Source: an optimization exercise on an open RTL-to-GDS flow (aim: small area). Production flows keep margins and buffers that such runs may drop. The RTL was checked by simulation tests, not by an equivalence proof against the original design. No activity file was given, so power comes from the tool's default toggle rates.

// dcpu16_core
module dcpu16_core (
    input  wire        clk,
    input  wire        rst,
    output reg         mem_req,
    output reg         mem_we,
    output wire [15:0] mem_addr,
    output wire [15:0] mem_wdata,
    input  wire        mem_ack,
    input  wire [15:0] mem_rdata,
    output wire        halted
);
    localparam [3:0] OP_EXT = 4'h0, OP_SET = 4'h1, OP_ADD = 4'h2, OP_SUB = 4'h3,
                     OP_MUL = 4'h4, OP_DIV = 4'h5, OP_MOD = 4'h6, OP_SHL = 4'h7,
                     OP_SHR = 4'h8, OP_AND = 4'h9, OP_BOR = 4'hA, OP_XOR = 4'hB,
                     OP_IFE = 4'hC, OP_IFN = 4'hD, OP_IFG = 4'hE, OP_IFB = 4'hF;
    localparam [5:0] EOP_JSR = 6'h01, EOP_INT = 6'h08, EOP_IAG = 6'h09, EOP_IAS = 6'h0A,
                     EOP_HWN = 6'h10, EOP_HWQ = 6'h11, EOP_HWI = 6'h12;
    localparam [5:0] OPC_POP = 6'h18, OPC_PEEK = 6'h19, OPC_PUSH = 6'h1A, OPC_SP = 6'h1B,
  ...
Size: about 1500 cells after synthesis, roughly 290 flip-flops.
==> flow/config.mk <==
export PLATFORM = sky130hd
export DESIGN_NAME = dcpu16_core
export DESIGN_NICKNAME = dcpu16_core
export VERILOG_FILES = /design/flow/design.v
export SDC_FILE = /design/flow/constraint.sdc
export NUM_CORES = 4
export LEC_CHECK = 0
export ABC_AREA = 1
export CAP_MARGIN = 30
export CORE_MARGIN = 2
export CORE_UTILIZATION = 30
export CTS_BUF_LIST = sky130_fd_sc_hd__clkbuf_4
export CTS_CLUSTER_DIAMETER = 45
export CTS_CLUSTER_SIZE = 10
export GPL_TIMING_DRIVEN = 0
export SLEW_MARGIN = 30
==> flow/constraint.sdc <==
create_clock -name core_clock -period 10.0 [get_ports {clk}]
set_input_delay 2.0000 -clock core_clock [delete_from_list [all_inputs] [get_ports {clk}]]
set_output_delay 2.0000 -clock core_clock [all_outputs]
set_load 0.01 [all_outputs]
standard.sh (not shown) runs the stock make flow with config.mk's settings and CLKGATE_MAP_FILE= SYNTH_SCRIPT=/design/flow/synth_recipe.tcl, a recipe that flattens the netlist after the stock synthesis.
==> flow/flow/run.sh <==
#!/bin/bash
# The standard layout (the standard.sh: standard synthesis, ORFS from
# floorplan to finish), except that:
#  - the input and output ports are buffered with the platform's smallest
#    buffer, sky130_fd_sc_hd__buf_1 (every port still gets its own buffer);
#  - clock tree synthesis adds no dummy loads to the clock nets.
set -euo pipefail
export BUFFER_PORTS_ARGS="-buffer_cell sky130_fd_sc_hd__buf_1"
export CTS_ARGS="-sink_clustering_enable -repair_clock_nets -sink_clustering_size 10 -sink_clustering_max_diameter 45 -buf_list sky130_fd_sc_hd__clkbuf_4 -dont_use_dummy_load"
bash standard.sh > standard.log 2>&1
The starting point went through all stages and came out clean.
==> next run, changes <==
- CORE_UTILIZATION: 30 -> 40
After rerunning: The new run went through all stages and came out clean; wire length fell by about 2%; fmax fell by 5.3%; sequential power stays flat; synthesized cell count is unchanged; area after synthesis stays the same; setup slack gets worse by 0.44 ns; design area fell by about 1.4%.
==> next run, changes <==
--- a/flow/flow/run.sh
+++ b/flow/flow/run.sh
@@ -4,7 +4,10 @@
 #  - the input and output ports are buffered with the platform's smallest
 #    buffer, sky130_fd_sc_hd__buf_1 (every port still gets its own buffer);
+#  - the buffers ABC inserted during synthesis are removed at floorplan
+#    (ORFS's REMOVE_ABC_BUFFERS); the resizer re-buffers where needed;
 #  - clock tree synthesis adds no dummy loads to the clock nets.
 set -euo pipefail
 export BUFFER_PORTS_ARGS="-buffer_cell sky130_fd_sc_hd__buf_1"
+export REMOVE_ABC_BUFFERS=1
 export CTS_ARGS="-sink_clustering_enable -repair_clock_nets -sink_clustering_size 10 -sink_clustering_max_diameter 45 -buf_list sky130_fd_sc_hd__clkbuf_4 -dont_use_dummy_load"
 bash standard.sh > standard.log 2>&1
=> Design area rose by 0.47%; register-to-register slack degrades by 0.56 ns; hold slack improves by 0.0094 ns; sequential power hardly moves; synthesized cell count is unchanged; non-clock buffer count went down by 27; utilization rose by 0.21 points; routed wire length falls by 6.3%.
==> next run, changes <==
==> flow/run.sh (new file) <==
#!/bin/bash
# synth_recipe.tcl (not shown) runs the flow's synth.tcl, then flattens the netlist and writes it again
# the make line also repeats each setting of config.mk as NAME=value (left out here)
make -C /OpenROAD-flow-scripts/flow DESIGN_CONFIG=/design/flow/config.mk WORK_HOME=/design/flow/orfs CLKGATE_MAP_FILE= SYNTH_SCRIPT=/design/flow/synth_recipe.tcl finish
- CORE_UTILIZATION: 40 -> 30
- CTS_BUF_LIST: sky130_fd_sc_hd__clkbuf_4 -> sky130_fd_sc_hd__clkbuf_8
- CTS_CLUSTER_DIAMETER: 45 -> 60
- CTS_CLUSTER_SIZE: 10 -> 14
removed: flow/flow/run.sh
removed: flow/standard.sh
Final area rises by 5.0%.
Synthesized cell count does not change.
Via count came out higher by 1.7%.
Combinational power went up by about 9%.
Fmax went up by 15%.
Critical path depth increases by 1.
==> next run, changes <==
==> flow/flow/run.sh (new file) <==
#!/bin/bash
# The standard layout (the standard.sh: standard synthesis, ORFS from
# floorplan to finish), except that:
#  - the input and output ports are buffered with the platform's smallest
#    buffer, sky130_fd_sc_hd__buf_1 (every port still gets its own buffer);
#  - clock tree synthesis adds no dummy loads to the clock nets.
set -euo pipefail
export BUFFER_PORTS_ARGS="-buffer_cell sky130_fd_sc_hd__buf_1"
export CTS_ARGS="-sink_clustering_enable -repair_clock_nets -sink_clustering_size 14 -sink_clustering_max_diameter 60 -buf_list sky130_fd_sc_hd__clkbuf_8 -dont_use_dummy_load"
bash standard.sh > standard.log 2>&1
==> flow/standard.sh (new file) <==
#!/bin/bash
# synth_recipe.tcl (not shown) runs the flow's synth.tcl, then flattens the netlist and writes it again
# the make line also repeats each setting of config.mk as NAME=value (left out here)
make -C /OpenROAD-flow-scripts/flow DESIGN_CONFIG=/design/flow/config.mk WORK_HOME=/design/flow/orfs CLKGATE_MAP_FILE= SYNTH_SCRIPT=/design/flow/synth_recipe.tcl "${@:-finish}"
removed: flow/run.sh
Result: The new run finished with timing, DRC and antenna clean; routed wire length is higher by 2.3%; fmax goes down by 0.54%; hold slack gets worse by 0.016 ns; via count falls by 0.70%; final cell count fell by 0.98%; worst setup slack is worse by 0.044 ns; design area shrinks by 3.4%; synthesized area stays the same; core utilization falls by 1.2 points; die area stays the same; global-route usage goes up by 0.42 points.

==> what the ideal ports hide <==
How much do the figures lean on ideal ports? The routed layouts below were timed once more, with nothing changed but the port constraints.
Step 1 (the two cells are an assumption about what drives the block):
set clk [get_ports {clk}]
set_driving_cell -lib_cell sky130_fd_sc_hd__clkbuf_16 $clk
set_driving_cell -lib_cell sky130_fd_sc_hd__buf_2 [delete_from_list [all_inputs] $clk]
Step 2 moves the port delays by t, midway between the first and last clock arrival at a register: inputs arrive t later, outputs are due t later. That takes back most of the time a late clock gives input paths.
Three values: no drivers, after step 1, after step 2; two values: the first two.
run | t (ns) | setup slack, ns | hold WS [ns]
the first run | 0.701 | 2.083 / 2.109 / 1.408 | 0.263 / 0.263 / 0.263
the second run | 0.683 | 1.641 / 1.666 / 0.983 | 0.270 / 0.270 / 0.270
the third run | 0.697 | 0.685 / 0.708 / 0.011 | 0.279 / 0.279 / 0.279
the fourth run | 0.685 | 1.912 / 1.936 / 1.250 | 0.321 / 0.321 / 0.321
the fifth run | 0.651 | 1.868 / 1.894 / 1.243 | 0.305 / 0.305 / 0.305
After both steps every run listed still meets setup and hold. The setup slack of the first run, which loses most, moves by +0.026 ns with the drivers and by -0.675 ns with both steps.
